Source: an optimization exercise on an open RTL-to-GDS flow (aim: small area). Production flows keep margins and buffers that such runs may drop. In this exercise RTL edits were held to simulation tests only and were not proved equivalent to the original. The clock port is modelled as an ideal driver; clocking choices that lean on that would not hold on a real chip. No activity file was given, so power comes from the tool's default toggle rates.

[flow/config.mk]
export PLATFORM = sky130hd
export DESIGN_NAME = pocsag_rx
export DESIGN_NICKNAME = pocsag_rx
export VERILOG_FILES = /design/flow/design.v
export SDC_FILE = /design/flow/constraint.sdc
export NUM_CORES = 4
export LEC_CHECK = 0
export CAP_MARGIN = 20
export CORE_MARGIN = 2
export CORE_UTILIZATION = 65
export CTS_BUF_LIST = sky130_fd_sc_hd__clkbuf_16
export CTS_CLUSTER_DIAMETER = 120
export CTS_CLUSTER_SIZE = 30
export PLACE_DENSITY = 0.75
export SLEW_MARGIN = 20
[flow/constraint.sdc]
create_clock -name core_clock -period 14.0 [get_ports {clk}]
set_input_delay 2.8000 -clock core_clock [delete_from_list [all_inputs] [get_ports {clk}]]
set_output_delay 2.8000 -clock core_clock [all_outputs]
set_load 0.01 [all_outputs]
[flow/design.v]
module pocsag_slicer (
    input  wire        clk,
    input  wire        rst,
    input  wire        in_valid,
    input  wire [15:0] in_sample,
    output reg         bit_valid,
    output wire        bit_val
);
    reg  [22:0] mag_acc;
    reg  [17:0] bit_sum;
    reg  [1:0]  samp_cnt;
    wire        v   = in_valid;
    wire        neg = in_sample[15];
    wire [22:0] op_b = {{7{v}}, ~mag_acc[22:7] & {16{v}}};
    wire [22:0] op_c = {7'd0, (in_sample ^ {16{neg}}) & {16{v}}};
    wire [22:0] cs_s = mag_acc ^ op_b ^ op_c;
    wire [23:0] cs_c = {(mag_acc & op_b) | (mag_acc & op_c) | (op_b & op_c), neg & v};
    wire [22:0] mag_next;
    wire [23:0] mc;
    assign mc[0] = v;
    genvar k;
    generate
        for (k = 0; k < 23; k = k + 1) begin : g_mag
            assign mag_next[k] = cs_s[k] ^ cs_c[k] ^ mc[k];
            assign mc[k + 1]   = (cs_s[k] & cs_c[k]) | (cs_s[k] & mc[k]) | (cs_c[k] & mc[k]);
        end
    endgenerate
    wire        first = (samp_cnt == 2'd0);
    wire [17:0] acc   = bit_sum & {18{~first}};
    wire [17:0] op_s  = {{2{neg}}, in_sample} & {18{v}};
    wire [17:0] sum_next;
    wire [18:0] sc;
    assign sc[0] = 1'b0;
    generate
        for (k = 0; k < 18; k = k + 1) begin : g_sum
            assign sum_next[k] = acc[k] ^ op_s[k] ^ sc[k];
            assign sc[k + 1]   = (acc[k] & op_s[k]) | (acc[k] & sc[k]) | (op_s[k] & sc[k]);
        end
    endgenerate
    wire [16:0] mq = mag_acc[22:6];
    wire [17:0] gc;
    assign gc[0] = 1'b0;
    generate
        for (k = 0; k < 17; k = k + 1) begin : g_cmp
            assign gc[k + 1] = (bit_sum[k] & ~mq[k]) | (bit_sum[k] & gc[k]) | (~mq[k] & gc[k]);
        end
    endgenerate
    assign bit_val = ~bit_sum[17] & gc[17];
    always @(posedge clk)
        bit_sum <= sum_next;
    always @(posedge clk) begin
        if (rst) begin
            mag_acc  <= 23'd0;
            samp_cnt <= 2'd0;
            bit_valid <= 1'b0;
        end else begin
            mag_acc  <= mag_next;
            bit_valid <= v & (&samp_cnt);
            if (v)
                samp_cnt <= samp_cnt + 2'd1;
        end
    end
endmodule
module pocsag_bch (
    input  wire [31:0] cw_in,
    output wire [31:0] cw_out,
    output wire        fail
);
    localparam [32*11-1:0] SYN_TAB = {
        11'h769, 11'h3B5, 11'h1DB, 11'h785, 11'h3C3, 11'h689, 11'h345, 11'h1A3,
        11'h7B9, 11'h3DD, 11'h1EF, 11'h79F, 11'h4A7, 11'h53B, 11'h5F5, 11'h2FB,
        11'h615, 11'h30B, 11'h6ED, 11'h377, 11'h6D3, 11'h401, 11'h201, 11'h101,
        11'h081, 11'h041, 11'h021, 11'h011, 11'h009, 11'h005, 11'h003, 11'h001
    };
    wire [10:0] syn;
    wire x0 = cw_in[20] ^ cw_in[22];
    wire x1 = cw_in[13] ^ cw_in[17];
    wire x2 = cw_in[21] ^ cw_in[29];
    wire x3 = cw_in[12] ^ cw_in[16];
    wire x4 = cw_in[23] ^ cw_in[31];
    wire x5 = cw_in[30] ^ x0;
    wire x6 = cw_in[28] ^ x5;
    wire x7 = cw_in[27] ^ x2;
    wire x8 = cw_in[19] ^ x1;
    wire x9 = cw_in[18] ^ x4;
    wire x10 = cw_in[11] ^ x3;
    wire x11 = cw_in[25] ^ x6;
    wire x12 = cw_in[24] ^ x7;
    wire x13 = cw_in[14] ^ x12;
    wire x14 = cw_in[15] ^ x11;
    wire x15 = cw_in[26] ^ x8;
    wire x16 = x9 ^ x15;
    wire x17 = cw_in[2] ^ x14;
    wire x18 = cw_in[14] ^ cw_in[26];
    wire x19 = cw_in[13] ^ x18;
    wire x20 = cw_in[6] ^ x10;
    wire x21 = cw_in[10] ^ x16;
    wire x22 = cw_in[8] ^ x13;
    wire x23 = cw_in[18] ^ x10;
    wire x24 = cw_in[21] ^ x8;
    wire x25 = cw_in[0] ^ cw_in[1];
    wire x26 = cw_in[3] ^ cw_in[4];
    wire x27 = cw_in[5] ^ cw_in[7];
    wire x28 = cw_in[9] ^ x17;
    wire x29 = x20 ^ x21;
    wire x30 = x22 ^ x25;
    wire x31 = x26 ^ x27;
    wire x32 = x28 ^ x29;
    wire x33 = x30 ^ x31;
    wire x34 = x32 ^ x33;
    wire x35 = cw_in[1] ^ cw_in[19];
    wire x36 = cw_in[20] ^ x13;
    wire x37 = x23 ^ x35;
    wire x38 = x36 ^ x37;
    wire x39 = cw_in[12] ^ x17;
    wire x40 = x24 ^ x39;
    wire x41 = cw_in[3] ^ cw_in[16];
    wire x42 = x0 ^ x2;
    wire x43 = x9 ^ x19;
    wire x44 = x41 ^ x42;
    wire x45 = x43 ^ x44;
    wire x46 = cw_in[4] ^ cw_in[15];
    wire x47 = cw_in[17] ^ cw_in[23];
    wire x48 = cw_in[29] ^ x5;
    wire x49 = x23 ^ x46;
    wire x50 = x47 ^ x48;
    wire x51 = x49 ^ x50;
    wire x52 = cw_in[5] ^ cw_in[24];
    wire x53 = cw_in[30] ^ x3;
    wire x54 = x9 ^ x24;
    wire x55 = x52 ^ x53;
    wire x56 = x54 ^ x55;
    wire x57 = cw_in[22] ^ cw_in[25];
    wire x58 = cw_in[31] ^ x1;
    wire x59 = x7 ^ x20;
    wire x60 = x57 ^ x58;
    wire x61 = x59 ^ x60;
    wire x62 = cw_in[7] ^ cw_in[11];
    wire x63 = cw_in[16] ^ cw_in[23];
    wire x64 = x6 ^ x12;
    wire x65 = x15 ^ x62;
    wire x66 = x63 ^ x64;
    wire x67 = x65 ^ x66;
    wire x68 = cw_in[12] ^ cw_in[17];
    wire x69 = x9 ^ x11;
    wire x70 = x22 ^ x68;
    wire x71 = x69 ^ x70;
    wire x72 = cw_in[9] ^ cw_in[27];
    wire x73 = x4 ^ x10;
    wire x74 = x14 ^ x19;
    wire x75 = x72 ^ x73;
    wire x76 = x74 ^ x75;
    wire x77 = cw_in[11] ^ cw_in[15];
    wire x78 = cw_in[20] ^ cw_in[28];
    wire x79 = x21 ^ x77;
    wire x80 = x78 ^ x79;
    assign syn[0] = x34;
    assign syn[1] = x38;
    assign syn[2] = x40;
    assign syn[3] = x45;
    assign syn[4] = x51;
    assign syn[5] = x56;
    assign syn[6] = x61;
    assign syn[7] = x67;
    assign syn[8] = x71;
    assign syn[9] = x76;
    assign syn[10] = x80;
    wire [7:0]  da;
    wire [7:0]  db;
    wire [15:0] dc;
    genvar i;
    generate
        for (i = 0; i < 8; i = i + 1) begin : g_dab
            assign da[i] = (syn[10:8] == i);
            assign db[i] = (syn[7:5] == i);
        end
        for (i = 0; i < 16; i = i + 1) begin : g_dc
            assign dc[i] = syn[0] & (syn[4:1] == i);
        end
    endgenerate
    wire [31:0] flip;
    generate
        for (i = 0; i < 32; i = i + 1) begin : g_flip
            localparam [10:0] S = SYN_TAB[i*11 +: 11];
            assign flip[i] = da[S[10:8]] & db[S[7:5]] & dc[S[4:1]];
        end
    endgenerate
    assign cw_out = cw_in ^ flip;
    assign fail   = (syn != 11'd0) & ~(|flip);
endmodule
module pocsag_rx (
    input  wire        clk,
    input  wire        rst,
    input  wire        in_valid,
    input  wire [15:0] in_sample,
    output wire        pre_found,
    output wire        sync_found,
    output wire        out_valid,
    output wire [3:0]  out_index,
    output wire [31:0] out_word,
    output wire        out_fail,
    output wire        out_addr
);
    localparam PRE_MIN_T = 519;
    localparam [31:0]  KMP_P  = 32'h1BA84B3E;
    localparam [159:0] KMP_FB = {5'd2, 5'd2, 5'd4, 5'd1, 5'd1, 5'd5, 5'd1, 5'd1,
                                 5'd1, 5'd3, 5'd1, 5'd3, 5'd1, 5'd2, 5'd2, 5'd2,
                                 5'd3, 5'd1, 5'd2, 5'd3, 5'd1, 5'd4, 5'd1, 5'd1,
                                 5'd2, 5'd0, 5'd1, 5'd1, 5'd1, 5'd1, 5'd1, 5'd0};
    localparam [1:0] S_PRE   = 2'd0,
                     S_SYNC  = 2'd1,
                     S_BATCH = 2'd2;
    wire bit_valid, bit_val;
    pocsag_slicer u_slicer (
        .clk       (clk),
        .rst       (rst),
        .in_valid  (in_valid),
        .in_sample (in_sample),
        .bit_valid (bit_valid),
        .bit_val   (bit_val)
    );
    reg  [1:0]  state;
    reg  [5:0]  cnt;       
    reg  [3:0]  rnd;       
    reg         full;      
    reg  [9:0]  ptrans;
    reg         prev;      
    reg         arm;       
    reg         act;       
    reg  [3:0]  ph;
    reg  [3:0]  stg;       
    reg  [3:0]  pf;        
    reg  [15:0] ring [0:35];
    wire in_pre   = (state == S_PRE);
    wire in_sync  = (state == S_SYNC);
    wire [3:0] grp = cnt[5:2];    
    wire [1:0] c4  = cnt[1:0];
    wire [35:0] taps;
    genvar g;
    generate
        for (g = 0; g < 36; g = g + 1) begin : g_tap
            assign taps[g] = ring[g][0];
        end
    endgenerate
    reg  [8:0] dg;         
    integer r;
    always @* begin
        for (r = 0; r < 9; r = r + 1)
            dg[r] = (grp == r);
    end
    wire [8:0] dg_e   = in_sync ? 9'd1 : dg;
    wire [8:0] dprv   = {in_pre & dg_e[0], dg_e[8] | (~in_pre & dg_e[0]), dg_e[7:1]};
    wire [1:0] c4_e   = in_sync ? 2'd0 : c4;
    wire       ok_cur = (ph + 4'd1 == rnd);
    wire       ok_prv = dg_e[0] ? (ph + 4'd2 == rnd) : ok_cur;
    reg  [3:0] wcur, wold;
    always @* begin
        for (r = 0; r < 4; r = r + 1) begin
            wcur[r] = (r < c4_e) & ok_cur;
            wold[r] = (r >= c4_e) & ok_prv;
        end
    end
    reg  [35:0] we;
    always @* begin
        for (r = 0; r < 36; r = r + 1)
            we[r] = (wcur[r % 4] & dg_e[r / 4]) | (wold[r % 4] & dprv[r / 4]);
    end
    wire [8:0] dnx    = {dg[7:0], dg[8]};
    wire       at_cur = (ph == rnd);
    wire       at_nxt = dg[8] ? (ph == rnd + 4'd1) : at_cur;
    reg  [3:0] fhit;
    reg  [3:0] ftap;
    integer q;
    always @* begin
        for (r = 0; r < 4; r = r + 1) begin
            ftap[r] = 1'b0;
            for (q = 0; q < 9; q = q + 1)
                ftap[r] = ftap[r] | (taps[4 * q + r] & ((r > c4) ? dg[q] : dnx[q]));
            fhit[r] = (r > c4) ? at_cur : at_nxt;
        end
    end
    wire [1:0] rs        = c4 + 2'd1;
    wire       full_n    = full | ((rnd == 4'd15) & (cnt == 6'd35));
    wire       t_sub     = full_n & (fhit[rs] ? ftap[rs] : pf[rs]);
    wire       t_add     = bit_val ^ prev;
    wire [9:0] ptrans_n  = ptrans + {9'd0, t_add} - {9'd0, t_sub};
    wire       pre_match = full_n & (ptrans_n >= PRE_MIN_T);
    wire       kmp_hit   = (bit_val == KMP_P[cnt[4:0]]);
    wire       sync_hit  = kmp_hit & (&cnt[4:0]);
    wire       lane_in   = in_pre ? (bit_val ^ prev) : bit_val;
    wire       store     = bit_valid & ~in_sync;
    integer j;
    always @(posedge clk) begin
        for (j = 0; j < 36; j = j + 1) begin
            ring[j][15:1] <= ring[j][14:0];
            ring[j][0]    <= we[j] ? stg[j % 4] : ring[j][15];
        end
        for (r = 0; r < 4; r = r + 1) begin
            if (fhit[r])
                pf[r] <= ftap[r];
            if (store && c4 == r)
                stg[r] <= lane_in;
        end
    end
    always @(posedge clk) begin
        if (rst) begin
            state      <= S_PRE;
            cnt        <= 6'd0;
            rnd        <= 4'd0;
            full       <= 1'b0;
            ptrans     <= 10'd0;
            prev       <= 1'b0;
            arm        <= 1'b0;
            act        <= 1'b0;
            ph         <= 4'd0;
        end else begin
            ph         <= ph + 4'd1;
            if (arm && ph == 4'd0) begin
                arm <= 1'b0;
                act <= 1'b1;
            end
            if (act && ph == 4'd15)
                act <= 1'b0;
            if (bit_valid) begin
                case (state)
                    S_PRE: begin
                        prev   <= bit_val;
                        ptrans <= ptrans_n;
                        full   <= full_n;
                        if (pre_match) begin
                            state <= S_SYNC;
                            cnt   <= 6'd0;
                            rnd   <= 4'd0;
                        end else if (cnt == 6'd35) begin
                            cnt <= 6'd0;
                            rnd <= rnd + 4'd1;
                        end else begin
                            cnt <= cnt + 6'd1;
                        end
                    end
                    S_SYNC: begin
                        cnt[4:0] <= kmp_hit ? cnt[4:0] + 5'd1 : KMP_FB[cnt[4:0]*5 +: 5];
                        if (sync_hit) begin
                            state      <= S_BATCH;
                        end
                    end
                    default: begin
                        cnt[4:0] <= cnt[4:0] + 5'd1;
                        if (&cnt[4:0]) begin
                            rnd <= rnd + 4'd1;
                            if (rnd == 4'd15) begin
                                state <= S_SYNC;
                                arm   <= 1'b1;
                            end
                        end
                    end
                endcase
            end
        end
    end
    wire [31:0] raw;
    generate
        for (g = 0; g < 32; g = g + 1) begin : g_raw
            assign raw[31 - g] = taps[g];
        end
    endgenerate
    pocsag_bch u_bch (
        .cw_in  (raw),
        .cw_out (out_word),
        .fail   (out_fail)
    );
    assign pre_found  = bit_valid & in_pre & pre_match;
    assign sync_found = bit_valid & in_sync & sync_hit;
    assign out_valid  = act | (arm & (ph == 4'd0));
    assign out_index  = ph;
    assign out_addr  = ~raw[31];
endmodule
[flow/flow/run.sh]
#!/bin/bash
set -euo pipefail
W=$PWD
sed 's|^\( *\)log_cmd abc {\*}$abc_args$|\1log_cmd abc {*}[lreplace $abc_args 1 1 $::env(AREA_ABC_SCRIPT)]|' \
  "$FLOW_HOME/scripts/synth.tcl" > "$W/synth_area_orfs.tcl"
grep -q 'AREA_ABC_SCRIPT' "$W/synth_area_orfs.tcl"
sed "s|source \$::env(SCRIPTS_DIR)/synth.tcl|source $W/synth_area_orfs.tcl|" synth_recipe.tcl > "$W/synth_area.tcl"
grep -q "source $W/synth_area_orfs.tcl" "$W/synth_area.tcl"
export AREA_ABC_SCRIPT=$W/flow/abc_area.script
export BUFFER_PORTS_ARGS="-buffer_cell sky130_fd_sc_hd__buf_1"
bash standard.sh SYNTH_SCRIPT="$W/synth_area.tcl" cts > standard_cts.log 2>&1
R=orfs/results/$FLOW_PLATFORM/pocsag_rx/base
P=$FLOW_HOME/platforms/$FLOW_PLATFORM
DONT_USE=$(make -s -C "$FLOW_HOME" DESIGN_CONFIG="$W/config.mk" WORK_HOME="$W/orfs" print-DONT_USE_CELLS 2>/dev/null | sed -n 's/^DONT_USE_CELLS: //p')
RESULTS_DIR=$R PLATFORM_DIR=$P LIB_FILES=$P/lib/sky130_fd_sc_hd__tt_025C_1v80.lib DONT_USE_CELLS="$DONT_USE" \
  openroad -no_init -exit flow/recover.tcl > recover.log 2>&1
bash standard.sh SYNTH_SCRIPT="$W/synth_area.tcl" finish > standard.log 2>&1
[flow/flow/abc_area.script]
&get -n
&st
&dch -f
&nf -a -R 1000
&st
&syn2
&dch -f
&nf -a -R 1000
&st
&syn2
&dch -f
&nf -a -R 1000
&st
&syn2
&dch -f
&nf -a -R 1000
&put
[flow/flow/recover.tcl]
# Between clock tree synthesis and global routing: size cells down where the
# timing allows (OpenROAD's power recovery), then legalize the placement.
set res $::env(RESULTS_DIR)
read_liberty $::env(LIB_FILES)
read_db $res/4_cts.odb
read_sdc $res/4_cts.sdc
source $::env(PLATFORM_DIR)/setRC.tcl
set_dont_use $::env(DONT_USE_CELLS)
estimate_parasitics -placement
report_worst_slack -max
report_design_area
repair_timing -recover_power 100 -setup_margin 0.5 -verbose
detailed_placement
check_placement -verbose
estimate_parasitics -placement
report_worst_slack -max
report_check_types -max_slew -max_capacitance -violators
report_design_area
write_db $res/4_cts.odb
[flow/standard.sh]
#!/bin/bash
# synth_recipe.tcl (not shown) runs the flow's synth.tcl, then flattens the netlist and writes it again
# the make line also repeats each setting of config.mk as NAME=value (left out here)
make -C /OpenROAD-flow-scripts/flow DESIGN_CONFIG=/design/flow/config.mk WORK_HOME=/design/flow/orfs CLKGATE_MAP_FILE= SYNTH_SCRIPT=/design/flow/synth_recipe.tcl "${@:-finish}"
==> results of run 1 <==
-- final cells by class --
| type | instances | area (sq um) | share of cell area (%) |
|---|---|---|---|
| diodes | 1 | 2.502 | 0.01190 |
| well taps | 390 | 488.0 | 2.321 |
| multi-input cells | 781 | 6118 | 29.11 |
| clock inverters | 4 | 20.02 | 0.09523 |
| repair buffers | 63 | 259.0 | 1.232 |
| inverters | 68 | 255.2 | 1.214 |
| clock buffers | 25 | 625.6 | 2.976 |
| flip-flops and latches | 658 | 13250 | 63.04 |
-- sequential cells by signal, summed over array words and instances (netlist names) --
signal / cells
arm: 1
u_slicer.samp_cnt: 2
u_slicer.bit_sum: 18
cnt: 6
stg: 4
ptrans: 10
ph: 4
rnd: 4
full: 1
prev: 1
act: 1
ring: 576
state: 2
pf: 4
u_slicer.bit_valid: 1
u_slicer.mag_acc: 23
-- critical path: cells and delay by family --
kind,cells,cell delay (ps)
xor gates and xnor gates,2,330
adders and majority gates,22,7500
buffers and inverters,3,1420
and+or+nand+nor,2,390
-- cell usage in the layout, fill, tap and decap left out, drive strengths merged, types with 5 or more instances in the layout --
cell type / count
nand2b: 17
xnor2: 124
mux2: 36
o21ai: 11
o21bai: 6
a22oi: 9
edfxtp: 8
xor2: 42
nand4: 9
a222oi: 13
nand3: 23
nor3b: 5
mux2i: 6
a21oi: 31
nand2: 70
o22ai: 27
nor2: 116
and3: 10
clkbuf: 29
a211oi: 10
buf: 59
a31oi: 5
and2: 20
nor3: 18
clkinv: 69
a221oi: 7
nor4: 8
fa: 53
ha: 39
nor2b: 29
dfxtp: 650
-- metal layers --
metal	track usage [%]	part of all wire, %
met1	33.05	46
met2	38.74	45
met3	4.199	5.4
met4	7.036	3.3
met5	0	0.019
-- worst paths after layout --
check	from	endpoint	slack [ps]	depth (start not counted)
setup reg to reg	u_slicer.mag_acc[7]$_SDFF_PP0_	u_slicer.mag_acc[22]$_SDFF_PP0_	4820	31
hold reg to reg	ring[1][13]$_DFF_P_	ring[1][14]$_DFF_P_	320	0
setup / recovery	in_valid	u_slicer.mag_acc[22]$_SDFF_PP0_	2000	29
hold / removal	ring[1][13]$_DFF_P_	ring[1][14]$_DFF_P_	320	0
-- kinds of logic (layout without fill, tap and decap cells) --
| family | count (synthesis) | count (layout) | synth area share [%] |
|---|---|---|---|
| buffers and inverters | 68 | 160 | 1.300 |
| multiplexers | 43 | 43 | 2.486 |
| AND/OR/NAND/NOR | 335 | 335 | 8.122 |
| XOR/XNOR | 167 | 167 | 7.523 |
| AO/OA/AOI/OAI | 144 | 144 | 5.151 |
| other | 0 | 1 | 0 |
| adder cells (fa/ha/maj) | 92 | 92 | 7.892 |
| flip-flops | 658 | 658 | 67.53 |
-- power by group --
| group | internal [W] | total [W] | switching (W) |
|---|---|---|---|
| sequential | 0.00195 | 0.00200 | 0.0000505 |
| combinational | 0.000178 | 0.000373 | 0.000194 |
| clock | 0.000326 | 0.000846 | 0.000520 |
-- stage by stage --
step / power (W) / hold slack (ps) / std cells / setup WS [ps] / util [%]
2_1_floorplan: 0.002312 / 309.6 / 1507 / 2860 / -
3_3_place_gp: 0.002399 / 309.7 / 1959 / 1660 / 68.51
3_5_place_dp: 0.002418 / 312.1 / 1959 / 1375 / 68.51
4_1_cts: 0.003241 / 326.1 / 1988 / 2012 / 70.68
5_1_grt: 0.003368 / 332.8 / 1989 / 1405 / 70.73
6_report: 0.003222 / 324.9 / 1990 / 2005 / 70.74
==> reports/qor.yml, run 1 <==
outcome: "complete, no violations"
nets: 1708
syn_area_per_cell_sq_um: 13.02
drc_errors: 0
synth_common_cells: "dfxtp_1, xnor2_1, nor2_1"
fillCellCount: 2084
rows: 63
drv_cap: 0
via_per_inst: 5.281
num_vias: 10510
post-route-cell-area_sq_mm: 0.02102
syn-num-nets: 1618
crit_arrival_ps: 12470
yosysMostFrequentCell: "dfxtp_1"
worstMarginPinSlew_ps: 1177
die_area_sq_mm: 0.03160
synth_seq_area_share_pct: 67.53
yosysTopAreaCell: "dfxtp_1"
syn_inst: 1507
drt_iter0_markers: 738
grt_pass1_vias: 10652
cp-start-kind: "input port"
setup_viol_count_final: 0
cts.path.max_buffers: 3
io_pins: 60
slowest_stage: "clkinv_1"
core_area_sq_mm: 0.02972
postCtsHoldBufs: 0
grt_max_degree: 57
finalSetupTns_ps: 0
overflow: 0
ys_ff_latch: 658
clkSlewWorstSetupHoldPaths_ps: 120
synth-edff-count: 8
cts_num_sinks: 658
hpwlAfterDp_mm: 25.60
postPlaceCellArea_sq_mm: 0.02036
holdCritPathClass: "reg2reg"
period_share_pct: 85.68
gp_congestion: 0.9328
grt_setup_unrepaired: "false"
cts_tree: "yes"
cts.htree.levels: 1
fmax_ghz: 0.08337
max_stage_delay_ps: 780
crit_type: "in2reg"
critPathMaxFanout: 24
endpoint_kind: "flip-flop"
wl_per_cell_um: 18.80
route.final.wire_length_mm: 37.40
leakagePower_nw: 8.219
worstPathRequired_ps: 14470
cts-resized-gates: 0
slew_headroom_pct: 20.95
ys_warn_count: 3
die_h_um: 177.8
synthArstFlopShare_pct: 0
cp_common_cell: "fa_1"
yosys_most_used_dff: "dfxtp_1"
grt_pass1_wl_mm: 57.80
maxSlewViolCount: 0
cts_root_buf: "clkbuf_16"
clk_latency_ps: 580
yosys-top-cells-area: "dfxtp_1, xnor2_1, fa_1"
irDropWorstVdd_uv: 143.0
die_x_um: 177.8
cts_buffers: 25
fin_crit_ps: 12000
p_per_area_mw_per_mm2: 153.3
final_layout_size_suffix_gt1_share_pct: 1.939
synth_top_cell_area_share_pct: 66.30
port_buffers: 59
ys_types: 49
firstDrtPassIters: 6
netlist_area_sq_mm: 0.01963
cts_setup_buffers: 0
finClkSkew_ps: 19.27
start_util_pct: 66.04
grt_use_total_pct: 23.91
finalHoldViolations: 0
ant_nets: 0
area_growth_syn_to_layout_pct: 7.108
grt_antenna_before_repair: 1
==> run 2, diff against run 1 <==
--- a/flow/flow/run.sh
+++ b/flow/flow/run.sh
@@ -10,2 +10,3 @@
 export BUFFER_PORTS_ARGS="-buffer_cell sky130_fd_sc_hd__buf_1"
+export CTS_ARGS="-sink_clustering_enable -repair_clock_nets -sink_clustering_size 30 -sink_clustering_max_diameter 120 -buf_list sky130_fd_sc_hd__clkbuf_16 -dont_use_dummy_load"
 bash standard.sh SYNTH_SCRIPT="$W/synth_area.tcl" cts > standard_cts.log 2>&1
==> run 2 against run 1 <==
First-iteration DRC count shrank 1.5%. Register-to-register slack barely moved. Sequential share of layout area up 0.060 points. Worst hold slack got worse by 3.2 ps. Via count is 0.19% higher. Synthesized cell count stayed put. Flip-flop and latch count unchanged. Power is 0.32% lower. Global-route usage barely moved. Die area unchanged. Area after synthesis stayed put. Wire length barely moved. Critical path type unchanged. Largest power group unchanged.
==> reports/qor.yml, run 2 <==
largest_reg_flops: 576
yosysTopAreaCell: "dfxtp_1"
rr_endpoint: "u_slicer.mag_acc[22]$_SDFF_PP0_"
gp_congestion: 0.9328
grt_use_total_pct: 23.90
holdCritPathClass: "reg2reg"
critPathMaxFanout: 24
top_regs: "ring: 576 flops, u_slicer.mag_acc: 23 flops, u_slicer.bit_sum: 18 flops"
route.final.wire_length_mm: 37.37
wl_per_cell_um: 18.82
dp.cells: 1959
grt_pass1_vias: 10634
finalSetupTns_ps: 0
grt_setup_unrepaired: "false"
fillCellCount: 2082
period_share_pct: 85.72
worstMarginPinSlew_ps: 1081
drt_iter0_markers: 727
hold_start: "ring[1][13]$_DFF_P_"
syn_inst: 1507
endpoint_kind: "flip-flop"
overflow: 0
cp_common_cell: "fa_1"
start_util_pct: 66.04
final_layout_size_suffix_gt1_share_pct: 1.881
outcome: "complete, no violations"
synth_common_cells: "dfxtp_1, xnor2_1, nor2_1"
cts.htree.levels: 1
finalHoldViolations: 0
area_growth_syn_to_layout_pct: 7.006
clkSlewWorstSetupHoldPaths_ps: 120
leakagePower_nw: 8.202
rr_startpoint: "u_slicer.mag_acc[7]$_SDFF_PP0_"
final_common_cell: "dfxtp_1"
netlist_area_sq_mm: 0.01963
port_buffers: 59
grt_max_degree: 57
fin_crit_ps: 12000
nets: 1708
finClkSkew_ps: 28.03
cts_buffers: 25
yosys-top-cells-area: "dfxtp_1, xnor2_1, fa_1"
die_area_sq_mm: 0.03160
synthArstFlopShare_pct: 0
core_area_sq_mm: 0.02972
layout_common_cells: "dfxtp_1, xnor2_1, nor2_1, nand2_1, clkinv_1"
fin_cells: 1986
top_register: "ring"
maxSlewViolCount: 0
worstPathRequired_ps: 14470
setup_viol_count_final: 0
die_x_um: 177.8
crit_end: "u_slicer.mag_acc[22]$_SDFF_PP0_"
ant_nets: 0
ys_warn_count: 3
drv_cap: 0
synth_top_cell_area_share_pct: 66.30
cts.path.max_buffers: 3
die_h_um: 177.8
p_per_area_mw_per_mm2: 152.9
crit_type: "in2reg"
grt_antenna_before_repair: 1
max_stage_delay_ps: 780
syn-num-nets: 1618
cts_tree: "yes"
drc_errors: 0
io_pins: 60
ff_latch_area_sq_mm: 0.01325
firstDrtPassIters: 8
holdWs_ps: 321.7
postCtsHoldBufs: 0
crit_arrival_ps: 12470
slowest_stage: "clkinv_1"
multi_input_area_sq_mm: 0.006118
num_vias: 10530
yosys_most_used_dff: "dfxtp_1"
via_per_inst: 5.302
hpwlAfterDp_mm: 25.60
cp-start-kind: "input port"
syn_area_per_cell_sq_um: 13.02
synth-edff-count: 8
yosysMostFrequentCell: "dfxtp_1"
cts_root_buf: "clkbuf_16"
regToRegSetupSlack_ps: 4820
cts-resized-gates: 0
synth_seq_area_share_pct: 67.53
fmax_ghz: 0.08333
cts_num_sinks: 658
critPathLaunch: "in_valid"
irDropWorstVdd_uv: 139.1
finalPower_w: 0.003212
clk_latency_ps: 570
slew_headroom_pct: 27.39
reg2reg_depth: 31
rows: 63
grt_pass1_wl_mm: 57.73
ys_ff_latch: 658
cts_setup_buffers: 0
ys_types: 49
-- run 2: cell counts after synthesis --
Identical to the previous run, type by type.
-- run 2: worst min path at each step --
stage / to / cells after the start
floorplan: ring[0][10]$_DFF_P_ / 0
global placement: ring[11][14]$_DFF_P_ / 0
detailed placement: ring[29][3]$_DFF_P_ / 0
CTS: ring[1][14]$_DFF_P_ / 0
global route: ring[31][3]$_DFF_P_ / 0
finish: ring[1][14]$_DFF_P_ / 0
-- run 2: stage by stage --
step	instance area [sq um]	setup WS [ps]	util (%)
after floorplan	19630	2860	-
after global placement	20360	1660	68.51
after detailed placement	20360	1375	68.51
after CTS	20990	2011	70.62
after global routing	21000	1404	70.66
final	21000	2000	70.67
-- run 2: kinds of logic (layout without fill, tap and decap cells) --
kind of cell	count (synthesis)	in the layout	synth area share, %
compound gates	144	144	5.151
xor+xnor	167	167	7.523
fa+ha+maj	92	92	7.892
buf+inv	68	156	1.300
flops	658	658	67.53
mux	43	43	2.486
other cells	0	1	0
simple gates	335	335	8.122
-- run 2: power breakdown --
part	switching (W)	internal, W
clock network	0.000513	0.000323
registers	0.0000506	0.00195
logic	0.000194	0.000178
total	0.000758	0.00245
-- run 2: area by class of cell --
| class | count | share of cell area (%) |
|---|---|---|
| antenna | 1 | 0.01192 |
| inverter | 68 | 1.215 |
| timing repair buffer | 63 | 1.233 |
| tap | 390 | 2.324 |
| multi-input combinational | 781 | 29.13 |
| sequential | 658 | 63.10 |
| clock buffer | 25 | 2.979 |
-- run 2: per-layer routing --
layer	part of all wire (%)	wire (um)	track usage, %	vias to the layer above
li1	-	-	-	5151
met1	46	17220	33.07	5006
met2	46	17090	38.71	292
met3	5.1	1906	4.027	79
met4	3.1	1145	7.240	2
met5	0.019	7	0	-
-- run 2: worst max-delay path: cells and delay by family --
kind	cells	cell delay, ps
and+or+nand+nor	2	390
buffers and inverters	3	1420
xor gates and xnor gates	2	330
adders and majority gates	22	7500
==> run 3, diff against run 2 <==
--- a/flow/config.mk
+++ b/flow/config.mk
@@ -13,2 +13,4 @@
 export CTS_CLUSTER_SIZE = 30
+export GPL_ROUTABILITY_DRIVEN = 0
+export GPL_TIMING_DRIVEN = 0
 export PLACE_DENSITY = 0.75
==> run 3 against run 2 <==
Critical endpoint unchanged. Still clean. Power fell by 1.2%. Cell count fell by 0.10%. First-iteration DRC count rose by 41%.
==> reports/qor.yml, run 3 <==
irDropWorstVdd_uv: 157.6
yosysTopAreaCell: "dfxtp_1"
reg2reg_depth: 31
finalSetupTns_ps: 0
dp.cells: 1958
top_register: "ring"
final_common_cell: "dfxtp_1"
ys_types: 49
firstDrtPassIters: 9
path_delay_family: "adder cells"
cts_setup_buffers: 0
crit_buf_inv: 3
area_growth_syn_to_layout_pct: 6.898
period_share_pct: 85.41
hpwlAfterDp_mm: 23.96
worstPathRequired_ps: 14440
maxSlewViolCount: 0
cts_root_buf: "clkbuf_16"
cts_num_sinks: 658
final_layout_size_suffix_gt1_share_pct: 1.946
fin_cells: 1984
ys_warn_count: 3
die_area_sq_mm: 0.03160
netlist_area_sq_mm: 0.01963
yosys-top-cells-area: "dfxtp_1, xnor2_1, fa_1"
die_x_um: 177.8
largest_reg_flops: 576
yosysMostFrequentCell: "dfxtp_1"
die_h_um: 177.8
syn_inst: 1507
wl_per_cell_um: 17.37
grt_antenna_before_repair: 3
grt_max_degree: 37
clkSlewWorstSetupHoldPaths_ps: 100
core_area_sq_mm: 0.02972
dp_slack_ps: 1419
yosys_most_used_dff: "dfxtp_1"
critPathMaxFanout: 36
grt_pass1_wl_mm: 54.23
ant_nets: 0
endpoint_kind: "flip-flop"
synthArstFlopShare_pct: 0
synth_common_cells: "dfxtp_1, xnor2_1, nor2_1"
cts_buffers: 25
worst_slack_ps: 2042
overflow: 0
drc_errors: 0
syn-num-nets: 1618
clk_latency_ps: 580
cp-start-kind: "input port"
fmax_ghz: 0.08363
grt_pass1_vias: 10313
cts.path.max_buffers: 3
postCtsHoldBufs: 0
port_buffers: 59
grt_setup_unrepaired: "false"
grt_use_total_pct: 22.09
cp.depth: 29
cp_common_cell: "fa_1"
finalPower_w: 0.003172
num_vias: 10658
outcome: "complete, no violations"
post-route-cell-area_sq_mm: 0.02098
top_regs: "ring: 576 flops, u_slicer.mag_acc: 23 flops, u_slicer.bit_sum: 18 flops"
drt_iter0_markers: 1028
start_util_pct: 66.04
leakagePower_nw: 8.197
setup_viol_count_final: 0
p_per_area_mw_per_mm2: 151.2
cts.htree.levels: 1
synth-edff-count: 8
io_pins: 60
rows: 63
via_per_inst: 5.372
drv_cap: 0
hold_depth: 0
max_stage_delay_ps: 730
cts_tree: "yes"
ys_ff_latch: 658
synth_top_cell_area_share_pct: 66.30
cts-resized-gates: 0
nets: 1706
holdCritPathClass: "reg2reg"
slowest_stage: "clkinv_1"
route.final.wire_length_mm: 34.46
layout_common_cells: "dfxtp_1, xnor2_1, nor2_1, nand2_1, clkinv_1"
syn_area_per_cell_sq_um: 13.02
fillCellCount: 2044
slew_headroom_pct: 31.98
crit_type: "in2reg"
finalHoldViolations: 0
fin_crit_ps: 11960
postPlaceCellArea_sq_mm: 0.02037
synth_seq_area_share_pct: 67.53
finClkSkew_ps: 41.76
crit_arrival_ps: 12390
worstMarginPinSlew_ps: 1012
[run 3: metal layers]
metal  vias to the layer above  global-route usage (%)  wire, um
li1                       5143                       -         -
met1                      5018                   30.80     15680
met2                       372                   35.29     15400
met3                       125                   3.749      2057
met4                         0                   7.275      1323
met5                         -                       0         0
[run 3: worst register-to-register path, delay by kind of cell, from the launching register on]
kind            cells  cell delay (ps)
simple gates        3              320
buf+inv             2              140
compound gates      1              110
flops               1              380
fa+ha+maj          23             7800
xor+xnor            2              300
[run 3: cell type report]
class / instances / area, sq um / share of cell area, %
tap: 390 / 488.0 / 2.326
inverter: 68 / 255.2 / 1.217
antenna: 1 / 2.502 / 0.01193
multi-input combinational: 781 / 6118 / 29.16
timing repair buffer: 61 / 237.7 / 1.133
clock buffer: 25 / 625.6 / 2.982
sequential: 658 / 13250 / 63.17
[run 3: final timing paths]
| kind | to | slack (ps) | start |
|---|---|---|---|
| setup / recovery | u_slicer.mag_acc[22]$_SDFF_PP0_ | 2040 | in_valid |
| hold / removal | ring[21][7]$_DFF_P_ | 330 | ring[21][6]$_DFF_P_ |
| setup reg to reg | u_slicer.mag_acc[22]$_SDFF_PP0_ | 4800 | u_slicer.mag_acc[7]$_SDFF_PP0_ |
| hold reg to reg | ring[21][7]$_DFF_P_ | 330 | ring[21][6]$_DFF_P_ |
[run 3: stage by stage]
stage	util, %	hold WS (ps)
after floorplan	-	309.6
after global placement	68.43	309.7
after detailed placement	68.55	312.1
after CTS	70.66	328.2
after global routing	70.59	329.5
final	70.60	325.2
[run 3: cell families after synthesis]
group | share of synthesized area (%)
AND/OR/NAND/NOR | 8.122
buffers and inverters | 1.300
flip-flops | 67.53
AO/OA/AOI/OAI | 5.151
XOR/XNOR | 7.523
adder cells (fa/ha/maj) | 7.892
multiplexers | 2.486
[run 3: power breakdown]
part           leakage (nW)  total [W]  internal (W)  switching [W]
registers              5.33    0.00200       0.00195      0.0000458
clock network         0.308   0.000816      0.000322       0.000493
logic                  2.55   0.000358      0.000173       0.000185
total                  8.20    0.00317       0.00245       0.000724
==> run 4, diff against run 3 <==
--- a/flow/config.mk
+++ b/flow/config.mk
@@ -9,3 +9,3 @@
 export CORE_MARGIN = 2
-export CORE_UTILIZATION = 65
+export CORE_UTILIZATION = 80
 export CTS_BUF_LIST = sky130_fd_sc_hd__clkbuf_16
@@ -13,5 +13,3 @@
 export CTS_CLUSTER_SIZE = 30
-export GPL_ROUTABILITY_DRIVEN = 0
-export GPL_TIMING_DRIVEN = 0
-export PLACE_DENSITY = 0.75
+export PLACE_DENSITY = 0.85
 export SLEW_MARGIN = 20
==> run 4 against run 3 <==
Still clean on timing, DRC and antenna. Core utilization up 16 points. Die area down 18%. Clock skew down 12 ps. Worst setup slack worse by 410 ps. Global-route usage up 16 points. Sequential power about the same. Critical path type unchanged. Largest power group unchanged.
==> reports/qor.yml, run 4 <==
cts_root_buf: "clkbuf_16"
die_h_um: 160.6
p_int_w: 0.002475
via_per_inst: 6.330
dp.cells: 1894
grt_setup_unrepaired: "false"
cts_buffers: 25
final_layout_size_suffix_gt1_share_pct: 2.004
cts.path.max_buffers: 3
yosys_most_used_dff: "dfxtp_1"
cts.htree.levels: 1
synth_common_cells: "dfxtp_1, xnor2_1, nor2_1"
largest_reg_flops: 576
clkSlewWorstSetupHoldPaths_ps: 110
drc_errors: 0
power_frac_comb_pct: 14.0
fin_cells: 1922
ys_ff_latch: 658
syn-num-nets: 1618
synth-edff-count: 8
layout_common_cells: "dfxtp_1, xnor2_1, nor2_1, nand2_1, clkinv_1"
multi_input_area_sq_mm: 0.006118
num_vias: 12167
synth_seq_area_share_pct: 67.53
area_growth_syn_to_layout_pct: 6.649
outcome: "complete, no violations"
yosysMostFrequentCell: "dfxtp_1"
firstDrtPassIters: 10
postCtsHoldBufs: 0
holdCritPathClass: "reg2reg"
worstPathRequired_ps: 14470
die_x_um: 160.6
top_register: "ring"
fillCellCount: 974
hpwlAfterDp_mm: 31.87
switchingPower_w: 0.0008502
worst_slack_ps: 1635
postPlaceCellArea_sq_mm: 0.02028
cts_num_sinks: 658
finalHoldViolations: 0
start_util_pct: 81.18
cp-start-kind: "input port"
crit_type: "in2reg"
endpoint_kind: "flip-flop"
post-route-cell-area_sq_mm: 0.02093
nets: 1710
synthArstFlopShare_pct: 0
route.final.wire_length_mm: 48.81
overflow: 0
finClkSkew_ps: 29.51
grt_use_total_pct: 37.86
port_buffers: 59
clk_latency_ps: 570
ant_nets: 0
core_area_sq_mm: 0.02418
netSwitchingFraction_pct: 25.57
ys_warn_count: 3
io_pins: 60
critPathMaxFanout: 24
grt_pass1_wl_mm: 73.54
grt_max_degree: 57
slew_headroom_pct: 16.68
max_stage_delay_ps: 820
drt_iter0_markers: 1933
drv_cap: 0
top_regs: "ring: 576 flops, u_slicer.mag_acc: 23 flops, u_slicer.bit_sum: 18 flops"
seqPwrFrac_pct: 60.5
cts-resized-gates: 0
fmax_ghz: 0.08087
yosys-top-cells-area: "dfxtp_1, xnor2_1, fa_1"
worstMarginPinSlew_ps: 1240
die_area_sq_mm: 0.02580
cts_tree: "yes"
pwr-share-clk_pct: 25.4
leakagePower_nw: 8.210
period_share_pct: 88.32
yosysTopAreaCell: "dfxtp_1"
crit_arrival_ps: 12830
netlist_area_sq_mm: 0.01963
cts_setup_buffers: 0
ys_types: 49
gp_congestion: 0.9712
dp_slack_ps: 1304
slowest_stage: "clkinv_1"
wl_per_cell_um: 25.40
syn_area_per_cell_sq_um: 13.02
maxSlewViolCount: 0
irDropWorstVdd_uv: 155.9
grt_antenna_before_repair: 1
finalSetupTns_ps: 0
final_common_cell: "dfxtp_1"
syn_inst: 1507
fin_crit_ps: 12370
ff_latch_area_sq_mm: 0.01325
p_per_area_mw_per_mm2: 158.9
holdWs_ps: 325.0
cp_common_cell: "fa_1"
grt_pass1_vias: 12559
synth_top_cell_area_share_pct: 66.30
setup_viol_count_final: 0
rows: 57
run 4: cell counts after synthesis:
No cell type changed its count.
run 4: critical path, delay by kind of cell:
kind | cells | cell delay, ps
fa+ha+maj | 22 | 7850
buf+inv | 3 | 1370
simple gates | 2 | 480
xor+xnor | 2 | 360
run 4: path summary, 6_finish.rpt:
check | start | slack [ps] | endpoint | cells past startpoint
max | in_valid | 1630 | u_slicer.mag_acc[22]$_SDFF_PP0_ | 29
min reg2reg | ring[25][7]$_DFF_P_ | 330 | ring[25][8]$_DFF_P_ | 0
max reg2reg | u_slicer.mag_acc[7]$_SDFF_PP0_ | 4300 | u_slicer.mag_acc[22]$_SDFF_PP0_ | 31
min | ring[25][7]$_DFF_P_ | 330 | ring[25][8]$_DFF_P_ | 0
run 4: power groups by stage:
stage / logic, W / clock network, W / registers (W)
floorplan: 0.000288 / 0 / 0.00202
global placement: 0.000350 / 0 / 0.00204
detailed placement: 0.000424 / 0 / 0.00205
CTS: 0.000452 / 0.000842 / 0.00201
global route: 0.000495 / 0.000902 / 0.00202
finish: 0.000467 / 0.000846 / 0.00201
run 4: kinds of logic after synthesis:
kind of cell / count (synthesis) / share of synthesized area (%)
AO/OA/AOI/OAI: 144 / 5.151
multiplexers: 43 / 2.486
AND/OR/NAND/NOR: 335 / 8.122
buffers and inverters: 68 / 1.300
XOR/XNOR: 167 / 7.523
adder cells (fa/ha/maj): 92 / 7.892
flip-flops: 658 / 67.53
run 4: area by class of cell:
class,instances,area share [%]
Antenna cell,1,0.01196
Clock buffer,25,2.989
Inverter,68,1.219
Multi-Input combinational cell,781,29.23
Sequential cell,658,63.32
Tap cell,324,1.937
Timing Repair Buffer,65,1.297
run 4: metal layers:
layer  routed length, um  up-vias  track usage, %
li1                    -     5154               -
met2               23170      910           63.24
met1               17940     5806           47.61
met4                3283        0           19.49
met5                   0        -               0
met3                4410      297           7.051
run 4: metrics by stage:
stage               util [%]  total power [W]
detailed placement     83.90         0.002471
global placement       83.90         0.002391
CTS                    86.49         0.003303
finish                 86.58         0.003326
global route           86.57         0.003413
floorplan                  -         0.002312
==> run 5, diff against run 4 <==
--- a/flow/flow/run.sh
+++ b/flow/flow/run.sh
@@ -10,3 +10,3 @@
 export BUFFER_PORTS_ARGS="-buffer_cell sky130_fd_sc_hd__buf_1"
-export CTS_ARGS="-sink_clustering_enable -repair_clock_nets -sink_clustering_size 30 -sink_clustering_max_diameter 120 -buf_list sky130_fd_sc_hd__clkbuf_16 -dont_use_dummy_load"
+export CTS_ARGS="-sink_clustering_enable -repair_clock_nets -sink_clustering_size 33 -sink_clustering_max_diameter 80 -buf_list sky130_fd_sc_hd__clkbuf_16 -dont_use_dummy_load"
 bash standard.sh SYNTH_SCRIPT="$W/synth_area.tcl" cts > standard_cts.log 2>&1
--- a/flow/config.mk
+++ b/flow/config.mk
@@ -9,7 +9,7 @@
 export CORE_MARGIN = 2
-export CORE_UTILIZATION = 80
+export CORE_UTILIZATION = 65
 export CTS_BUF_LIST = sky130_fd_sc_hd__clkbuf_16
-export CTS_CLUSTER_DIAMETER = 120
-export CTS_CLUSTER_SIZE = 30
-export PLACE_DENSITY = 0.85
+export CTS_CLUSTER_DIAMETER = 80
+export CTS_CLUSTER_SIZE = 33
+export PLACE_DENSITY = 0.75
 export SLEW_MARGIN = 20
==> run 5 against run 4 <==
Worst hold slack worse by 59 ps. Still clean on timing, DRC and antenna. Clock skew up 23 ps. Largest power group unchanged. Die area grew 22%. Combinational power shrank about 20%. Worst setup slack better by 360 ps. Area after synthesis is the same.
==> reports/qor.yml, run 5 <==
cts.htree.levels: 1
fmax_ghz: 0.08329
core_area_sq_mm: 0.02972
ff_latch_area_sq_mm: 0.01325
gp_congestion: 0.9328
worstPathRequired_ps: 14450
endpoint_kind: "flip-flop"
area_growth_syn_to_layout_pct: 7.019
drv_cap: 0
grt_use_total_pct: 23.28
syn-num-nets: 1618
hold_depth: 0
finalSetupTns_ps: 0
grt_setup_unrepaired: "false"
fillCellCount: 2073
reg2reg_depth: 31
synth_top_cell_area_share_pct: 66.30
setup_viol_count_final: 0
synth_common_cells: "dfxtp_1, xnor2_1, nor2_1"
finalHoldViolations: 0
yosysTopAreaCell: "dfxtp_1"
critPathMaxFanout: 24
maxSlewViolCount: 0
max_stage_delay_ps: 770
netlist_area_sq_mm: 0.01963
cp_common_cell: "fa_1"
die_area_sq_mm: 0.03160
final_common_cell: "dfxtp_1"
holdCritPathClass: "reg2reg"
die_x_um: 177.8
ys_warn_count: 3
grt_pass1_vias: 10476
top_register: "ring"
synth_seq_area_share_pct: 67.53
cts_root_buf: "clkbuf_16"
rr_endpoint: "u_slicer.mag_acc[22]$_SDFF_PP0_"
via_per_inst: 5.315
largest_reg_flops: 576
rows: 63
slew_headroom_pct: 28.78
cts_tree: "yes"
fin_cells: 1987
ys_ff_latch: 658
regToRegSetupSlack_ps: 4870
hold_end: "ring[19][8]$_DFF_P_"
route.final.wire_length_mm: 36.45
clk_latency_ps: 560
cts-resized-gates: 0
cts_buffers: 25
cts_num_sinks: 658
clkSlewWorstSetupHoldPaths_ps: 110
num_vias: 10560
worstMarginPinSlew_ps: 1060
synth-edff-count: 8
yosys_most_used_dff: "dfxtp_1"
final_layout_size_suffix_gt1_share_pct: 1.881
ys_types: 49
cts_setup_buffers: 0
firstDrtPassIters: 6
crit_type: "in2reg"
fin_crit_ps: 12010
period_share_pct: 85.76
drt_iter0_markers: 680
outcome: "complete, no violations"
hold_start: "ring[19][7]$_DFF_P_"
multi_input_area_sq_mm: 0.006118
ant_nets: 0
layout_common_cells: "dfxtp_1, xnor2_1, nor2_1, nand2_1, clkinv_1"
yosysMostFrequentCell: "dfxtp_1"
postCtsHoldBufs: 0
grt_antenna_before_repair: 3
slowest_stage: "clkinv_1"
cts.path.max_buffers: 3
io_pins: 60
top_regs: "ring: 576 flops, u_slicer.mag_acc: 23 flops, u_slicer.bit_sum: 18 flops"
drc_errors: 0
finClkSkew_ps: 52.21
dp.cells: 1959
grt_max_degree: 57
crit_arrival_ps: 12460
irDropWorstVdd_uv: 129.6
syn_area_per_cell_sq_um: 13.02
hpwlAfterDp_mm: 25.60
rr_startpoint: "u_slicer.mag_acc[7]$_SDFF_PP0_"
nets: 1708
synthArstFlopShare_pct: 0
syn_inst: 1507
die_h_um: 177.8
start_util_pct: 66.04
port_buffers: 59
leakagePower_nw: 8.202
p_per_area_mw_per_mm2: 152.4
yosys-top-cells-area: "dfxtp_1, xnor2_1, fa_1"
overflow: 0
cp-start-kind: "input port"
wl_per_cell_um: 18.34
grt_pass1_wl_mm: 56.50
==> run 5: cell families after synthesis <==
| kind of cell | Yosys count | share of synthesized area (%) |
|---|---|---|
| mux | 43 | 2.486 |
| flops | 658 | 67.53 |
| xor+xnor | 167 | 7.523 |
| simple gates | 335 | 8.122 |
| fa+ha+maj | 92 | 7.892 |
| compound gates | 144 | 5.151 |
| buf+inv | 68 | 1.300 |
==> run 5: final cells by class <==
type | count | area share [%]
inverters | 68 | 1.215
clock buffers | 25 | 2.978
diodes | 2 | 0.02383
multi-input cells | 781 | 29.13
flip-flops and latches | 658 | 63.10
repair buffers | 63 | 1.233
well taps | 390 | 2.323
==> run 5: power by group <==
part | internal, W | switching [W] | total, W
Sequential | 0.00195 | 0.0000508 | 0.00200
Combinational | 0.000178 | 0.000194 | 0.000373
Clock | 0.000322 | 0.000503 | 0.000825
==> run 5: metal layers <==
metal	GRT usage, %	wire length, um	vias to the layer above
met5	0	7	-
met4	6.557	1102	2
met3	4.220	2202	74
met2	37.19	16530	327
met1	32.68	16600	5002
li1	-	-	5155
==> run 5: through the flow <==
stage	cell area [sq um]	worst slack (ps)	hold WS [ps]	util, %	total power, W
after global routing	21000	1382	272.1	70.66	0.003352
final	21000	1993	266.2	70.68	0.003202
after global placement	20360	1660	309.7	68.51	0.002399
after detailed placement	20360	1375	312.1	68.51	0.002418
after CTS	20990	1988	271.6	70.62	0.003228
after floorplan	19630	2860	309.6	-	0.002312
==> run 5: worst max-delay path by stage <==
stage | depth (start not counted) | from | endpoint | slack (ps)
2_1_floorplan | 32 | in_sample[0] | u_slicer.mag_acc[22]$_SDFF_PP0_ | 2860
3_3_place_gp | 29 | in_valid | u_slicer.mag_acc[22]$_SDFF_PP0_ | 1660
3_5_place_dp | 29 | in_valid | u_slicer.mag_acc[22]$_SDFF_PP0_ | 1380
4_1_cts | 29 | in_valid | u_slicer.mag_acc[22]$_SDFF_PP0_ | 1990
5_1_grt | 29 | in_valid | u_slicer.mag_acc[22]$_SDFF_PP0_ | 1380
6_report | 29 | in_valid | u_slicer.mag_acc[22]$_SDFF_PP0_ | 1990
==> run 5: worst max-delay path: cells and delay by family <==
| family | cells | cell delay, ps |
|---|---|---|
| XOR/XNOR | 2 | 330 |
| adder cells (fa/ha/maj) | 22 | 7490 |
| buffers and inverters | 3 | 1410 |
| AND/OR/NAND/NOR | 2 | 380 |
==> run 6, diff against run 5 <==
--- a/flow/config.mk
+++ b/flow/config.mk
@@ -13,2 +13,4 @@
 export CTS_CLUSTER_SIZE = 33
+export GPL_ROUTABILITY_DRIVEN = 0
+export GPL_TIMING_DRIVEN = 0
 export PLACE_DENSITY = 0.75
==> run 6 against run 5 <==
Cell count is 0.15% lower. Via count is 1.3% higher. Clock power is 0.5% lower. Clock skew down 9.4 ps. Clock-buffer cell count stayed put. Worst setup slack gained 49 ps. Critical endpoint unchanged. Largest cell class unchanged. Highest routed layer is now met4.
==> reports/qor.yml, run 6 <==
drv_cap: 0
postCtsHoldBufs: 0
holdWs_ps: 280.3
top_register: "ring"
hold_end: "ring[17][2]$_DFF_P_"
dp.cells: 1958
slowest_stage: "clkinv_1"
synth-edff-count: 8
grt_use_total_pct: 22.39
hpwlAfterDp_mm: 23.96
cts_tree: "yes"
rows: 63
p_per_area_mw_per_mm2: 151.5
multi_input_area_sq_mm: 0.006118
crit_arrival_ps: 12390
synth_common_cells: "dfxtp_1, xnor2_1, nor2_1"
endpoint_kind: "flip-flop"
regToRegSetupSlack_ps: 4840
drt_iter0_markers: 1136
top_layer: "met4"
maxSlewViolCount: 0
final_layout_size_suffix_gt1_share_pct: 1.946
ant_nets: 0
ff_latch_area_sq_mm: 0.01325
post-route-cell-area_sq_mm: 0.02098
cp_common_cell: "fa_1"
die_h_um: 177.8
cts.htree.levels: 1
worstPathRequired_ps: 14430
postPlaceCellArea_sq_mm: 0.02037
max_stage_delay_ps: 740
cts_setup_buffers: 0
syn-num-nets: 1618
io_pins: 60
p_int_w: 0.002449
cts_num_sinks: 658
yosysMostFrequentCell: "dfxtp_1"
core_area_sq_mm: 0.02972
overflow: 0
reg2reg_depth: 31
wl_met1_mm: 15.81
die_area_sq_mm: 0.03160
ys_warn_count: 3
rr_endpoint: "u_slicer.mag_acc[22]$_SDFF_PP0_"
fin_cells: 1984
ys_types: 49
outcome: "complete, no violations"
hold_start: "ring[17][1]$_DFF_P_"
area_growth_syn_to_layout_pct: 6.898
yosys-top-cells-area: "dfxtp_1, xnor2_1, fa_1"
synth_top_cell_area_share_pct: 66.30
layout_common_cells: "dfxtp_1, xnor2_1, nor2_1, nand2_1, clkinv_1"
period_share_pct: 85.41
pwr-share-clk_pct: 25.8
path_delay_family: "adder cells"
nets: 1706
synthArstFlopShare_pct: 0
num_vias: 10698
cp-start-kind: "input port"
yosysTopAreaCell: "dfxtp_1"
fin_crit_ps: 11960
die_x_um: 177.8
holdCritPathClass: "reg2reg"
final_common_cell: "dfxtp_1"
netlist_area_sq_mm: 0.01963
clk_latency_ps: 560
via_per_inst: 5.392
grt_antenna_before_repair: 1
cts-resized-gates: 0
clkSlewWorstSetupHoldPaths_ps: 110
finalSetupTns_ps: 0
wl_met3_mm: 2.144
rr_startpoint: "u_slicer.mag_acc[7]$_SDFF_PP0_"
cts_root_buf: "clkbuf_16"
leakagePower_nw: 8.197
yosys_most_used_dff: "dfxtp_1"
drc_errors: 0
setup_viol_count_final: 0
port_buffers: 59
crit_buf_inv: 3
power_frac_comb_pct: 11.3
hold_depth: 0
firstDrtPassIters: 11
worstMarginPinSlew_ps: 1036
cts_buffers: 25
start_util_pct: 66.04
grt_max_degree: 37
netSwitchingFraction_pct: 22.98
largest_reg_flops: 576
synth_seq_area_share_pct: 67.53
grt_setup_unrepaired: "false"
fillCellCount: 2049
fmax_ghz: 0.08363
syn_inst: 1507
switchingPower_w: 0.0007305
grt_pass1_vias: 10412
top_regs: "ring: 576 flops, u_slicer.mag_acc: 23 flops, u_slicer.bit_sum: 18 flops"
finClkSkew_ps: 42.79
wl_per_cell_um: 17.63
irDropWorstVdd_uv: 141.6
ys_ff_latch: 658
route.final.wire_length_mm: 34.98
seqPwrFrac_pct: 62.9
grt_pass1_wl_mm: 54.94
finalHoldViolations: 0
critPathMaxFanout: 36
wl_met2_mm: 15.76
cts.path.max_buffers: 3
crit_type: "in2reg"
syn_area_per_cell_sq_um: 13.02
slew_headroom_pct: 30.93
## run 6: cell types whose count changed in the layout (fill, tap and decap cells not counted)
cell / before / now
buf_12: 1 / 0
clkbuf_1: 3 / 0
clkbuf_2: 1 / 3
diode_2: 2 / 1
## run 6: logic make-up (layout without fill, tap and decap cells)
group                      count (synthesis)  in the layout  synth area share, %
DFF                                      658            658                67.53
other                                      0              1                    0
xor gates and xnor gates                 167            167                7.523
muxes                                     43             43                2.486
adders and majority gates                 92             92                7.892
buffers and inverters                     68            154                1.300
AOI/OAI and AO/OA                        144            144                5.151
and+or+nand+nor                          335            335                8.122
## run 6: area by class of cell
class / instances / area share, %
Multi-Input combinational cell: 781 / 29.16
Inverter: 68 / 1.217
Clock buffer: 25 / 2.982
Timing Repair Buffer: 61 / 1.133
Sequential cell: 658 / 63.17
Tap cell: 390 / 2.326
Antenna cell: 1 / 0.01193
## run 6: worst max path at each step
| stage | from | end | slack (ps) | depth (start not counted) |
|---|---|---|---|---|
| final | in_valid | u_slicer.mag_acc[22]$_SDFF_PP0_ | 2040 | 29 |
| after global routing | in_valid | u_slicer.mag_acc[22]$_SDFF_PP0_ | 1540 | 29 |
| after CTS | in_valid | u_slicer.mag_acc[22]$_SDFF_PP0_ | 1990 | 29 |
| after detailed placement | in_valid | u_slicer.mag_acc[22]$_SDFF_PP0_ | 1420 | 29 |
| after global placement | in_valid | u_slicer.mag_acc[22]$_SDFF_PP0_ | 480 | 29 |
| after floorplan | in_sample[0] | u_slicer.mag_acc[22]$_SDFF_PP0_ | 2860 | 32 |
## run 6: power groups by stage
stage	Sequential [W]	Combinational [W]	Clock, W
finish	0.00200	0.000359	0.000821
global route	0.00201	0.000428	0.000903
CTS	0.00200	0.000366	0.000844
detailed placement	0.00204	0.000362	0
global placement	0.00204	0.000345	0
floorplan	0.00202	0.000288	0
## run 6: metal layers
layer / vias up / track usage (%)
met3: 128 / 3.599
met1: 5039 / 31.27
met5: - / 0
li1: 5146 / -
met2: 385 / 35.95
met4: 0 / 7.172
## run 6: per-stage QoR
step	power (W)	worst slack [ps]	util [%]
finish	0.003179	2042	70.60
global placement	0.002385	484.0	68.43
global route	0.003340	1540	70.59
detailed placement	0.002403	1419	68.55
floorplan	0.002312	2860	-
CTS	0.003210	1989	70.66
==> run 7, diff against run 6 <==
--- a/flow/flow/abc_area.script
+++ b/flow/flow/abc_area.script
@@ -16,2 +16,10 @@
 &nf -a -R 1000
+&st
+&deepsyn -T 60
+&dch -f
+&nf -a -R 1000
+&st
+&deepsyn -T 60
+&dch -f
+&nf -a -R 1000
 &put
==> run 7 against run 6 <==
Highest routed layer unchanged. Wire length shrank 3.8%. Clock-buffer cell count fell by 1. Sequential share of layout area increased by 0.77 points. Cell count fell by 1.1%. Worst hold slack improved by 23 ps. First-iteration DRC count fell by 19%. Flip-flop and latch count stayed put. Worst setup slack lost 670 ps. Critical path depth rose by 5. Core utilization decreased by 0.47 points. Largest cell class unchanged. Die area shrank 1.1%. Register-to-register slack lost 130 ps. Critical endpoint unchanged.
==> reports/qor.yml, run 7 <==
outcome: "complete, no violations"
synth_common_cells: "dfxtp_1, xnor2_1, nor2_1"
p_per_area_mw_per_mm2: 149.3
area_growth_syn_to_layout_pct: 6.780
die_h_um: 176.8
cts_buffers: 24
yosysTopAreaCell: "dfxtp_1"
overflow: 0
max_stage_delay_ps: 730
finalHoldViolations: 0
ff_latch_area_sq_mm: 0.01325
num_vias: 10523
use_met2_pct: 33.97
diodes: 0
hold_depth: 0
die_x_um: 176.8
syn-num-nets: 1599
core_area_sq_mm: 0.02956
worstMarginPinSlew_ps: 881.2
hpwlAfterDp_mm: 23.05
crit_arrival_ps: 13120
drc_errors: 0
clk_latency_ps: 570
maxSlewViolCount: 0
grt_pass1_wl_mm: 52.87
layout_common_cells: "dfxtp_1, xnor2_1, nor2_1, clkinv_1, nand2_1"
cp-start-kind: "input port"
yosys_most_used_dff: "dfxtp_1"
postCtsHoldBufs: 0
crit_type: "in2reg"
worstPathRequired_ps: 14500
largest_reg_flops: 576
use_met3_pct: 4.016
syn_area_per_cell_sq_um: 13.05
holdCritPathClass: "reg2reg"
reg2reg_depth: 31
start_util_pct: 65.67
ys_types: 49
firstDrtPassIters: 7
grt_setup_unrepaired: "false"
grt_max_degree: 43
finalSetupTns_ps: 0
syn_inst: 1488
slew_headroom_pct: 41.11
wl_per_cell_um: 17.15
period_share_pct: 90.17
synthArstFlopShare_pct: 0
cp_common_cell: "fa_1"
via_per_inst: 5.363
drv_cap: 0
cts_tree: "yes"
fin_cells: 1962
slowest_stage: "nand2_1"
cts_setup_buffers: 0
io_pins: 60
netlist_area_sq_mm: 0.01941
fin_crit_ps: 12620
critPathMaxFanout: 42
ant_nets: 0
cts.path.max_buffers: 3
busiest_layer: "met2"
synth_seq_area_share_pct: 68.27
ys_warn_count: 3
cts.htree.levels: 1
grt_antenna_before_repair: 3
port_buffers: 59
finalPower_w: 0.003095
finClkSkew_ps: 43.24
final_layout_size_suffix_gt1_share_pct: 1.781
fmax_ghz: 0.07922
cts_num_sinks: 658
synth_top_cell_area_share_pct: 67.03
nets: 1685
multi_input_area_sq_mm: 0.005874
rows: 63
leakagePower_nw: 8.207
top_register: "ring"
drt_iter0_markers: 920
cts-resized-gates: 0
fillCellCount: 2096
cts_root_buf: "clkbuf_16"
route.final.wire_length_mm: 33.65
worst_slack_ps: 1377
yosysMostFrequentCell: "dfxtp_1"
irDropWorstVdd_uv: 139.0
grt_use_total_pct: 21.82
dp_slack_ps: 815.0
top_regs: "ring: 576 flops, u_slicer.mag_acc: 23 flops, u_slicer.bit_sum: 18 flops"
yosys-top-cells-area: "dfxtp_1, fa_1, xnor2_1"
ys_ff_latch: 658
setup_viol_count_final: 0
endpoint_kind: "flip-flop"
final_common_cell: "dfxtp_1"
die_area_sq_mm: 0.03126
grt_pass1_vias: 10057
use_met1_pct: 31.69
synth-edff-count: 8
clkSlewWorstSetupHoldPaths_ps: 110
dp.cells: 1938
[run 7: area by class of cell]
type	count	share of cell area [%]
sequential	658	63.93
multi-input combinational	754	28.34
clock buffer	24	2.897
tap	390	2.354
inverter	76	1.376
timing repair buffer	60	1.099
[run 7: path summary, 6_finish.rpt]
path / from / slack [ps] / end
hold reg to reg: ring[34][7]$_DFF_P_ / 300 / ring[34][8]$_DFF_P_
hold / removal: ring[34][7]$_DFF_P_ / 300 / ring[34][8]$_DFF_P_
setup / recovery: in_valid / 1380 / u_slicer.mag_acc[22]$_SDFF_PP0_
setup reg to reg: u_slicer.mag_acc[7]$_SDFF_PP0_ / 4710 / u_slicer.mag_acc[22]$_SDFF_PP0_
[run 7: power by group]
group          total, W  switching (W)  internal, W
Sequential      0.00198      0.0000400      0.00194
Combinational  0.000305       0.000159     0.000146
Clock          0.000806       0.000496     0.000310
[run 7: per-stage QoR]
| step | hold slack, ps | util [%] | cell area, sq um |
|---|---|---|---|
| floorplan | 309.6 | - | 19410 |
| global placement | 309.5 | 68.07 | 20120 |
| detailed placement | 312.1 | 68.10 | 20130 |
| CTS | 300.7 | 70.13 | 20730 |
| global route | 303.1 | 70.12 | 20730 |
| finish | 303.2 | 70.12 | 20730 |
[run 7: layer usage]
layer	wire length, um	part of all wire, %
met1	15260	45
met3	2736	8.1
met4	905	2.7
met5	0	0
met2	14750	44
[run 7: critical path, delay by kind of cell]
family,cells,cell delay [ps]
buffers and inverters,3,710
xor gates and xnor gates,1,200
AOI/OAI and AO/OA,4,440
and+or+nand+nor,3,1090
adders and majority gates,23,7860
[run 7: cell families (layout without fill, tap and decap cells)]
group	Yosys count	after routing	share of synthesized area (%)
xor gates and xnor gates	140	140	6.316
and+or+nand+nor	303	303	7.483
adders and majority gates	92	92	7.979
DFF	658	658	68.27
buffers and inverters	76	160	1.470
muxes	43	43	2.546
AOI/OAI and AO/OA	176	176	5.936

[re-timing with driven ports]
No port has a modelled driver above. Below, the same layouts with a new extraction and two added sets of constraints. Step 1: set_driving_cell puts a clkbuf_16 on clk and a buf_2 on each other input, an assumption about the parent block. Step 2 moves the port delays by t, midway between the first and last clock arrival at a register: inputs arrive t later, outputs are due t later. That takes back most of the time a late clock gives input paths. Three values: ideal, step 1, step 2; two values: the first two.
run	t (ns)	slack for setup (ns)	latest minus earliest clock arrival (ns)	worst register clock-pin slew, ns
run 1	0.616	2.005 / 2.030 / 1.414	0.025 / 0.024	0.12 / 0.12
run 2	0.605	2.000 / 2.025 / 1.420	0.031 / 0.031	0.12 / 0.12
run 3	0.607	2.042 / 2.075 / 1.468	0.050 / 0.050	0.12 / 0.12
run 4	0.609	1.635 / 1.660 / 1.051	0.037 / 0.037	0.11 / 0.11
run 5	0.586	1.993 / 2.017 / 1.431	0.061 / 0.061	0.11 / 0.11
run 6	0.595	2.042 / 2.074 / 1.479	0.044 / 0.044	0.11 / 0.11
run 7	0.595	1.377 / 1.401 / 0.806	0.043 / 0.043	0.11 / 0.11
After both steps every run listed still meets setup and hold. The setup slack of run 1, which loses most, moves by +0.025 ns with the drivers and by -0.591 ns with both steps.
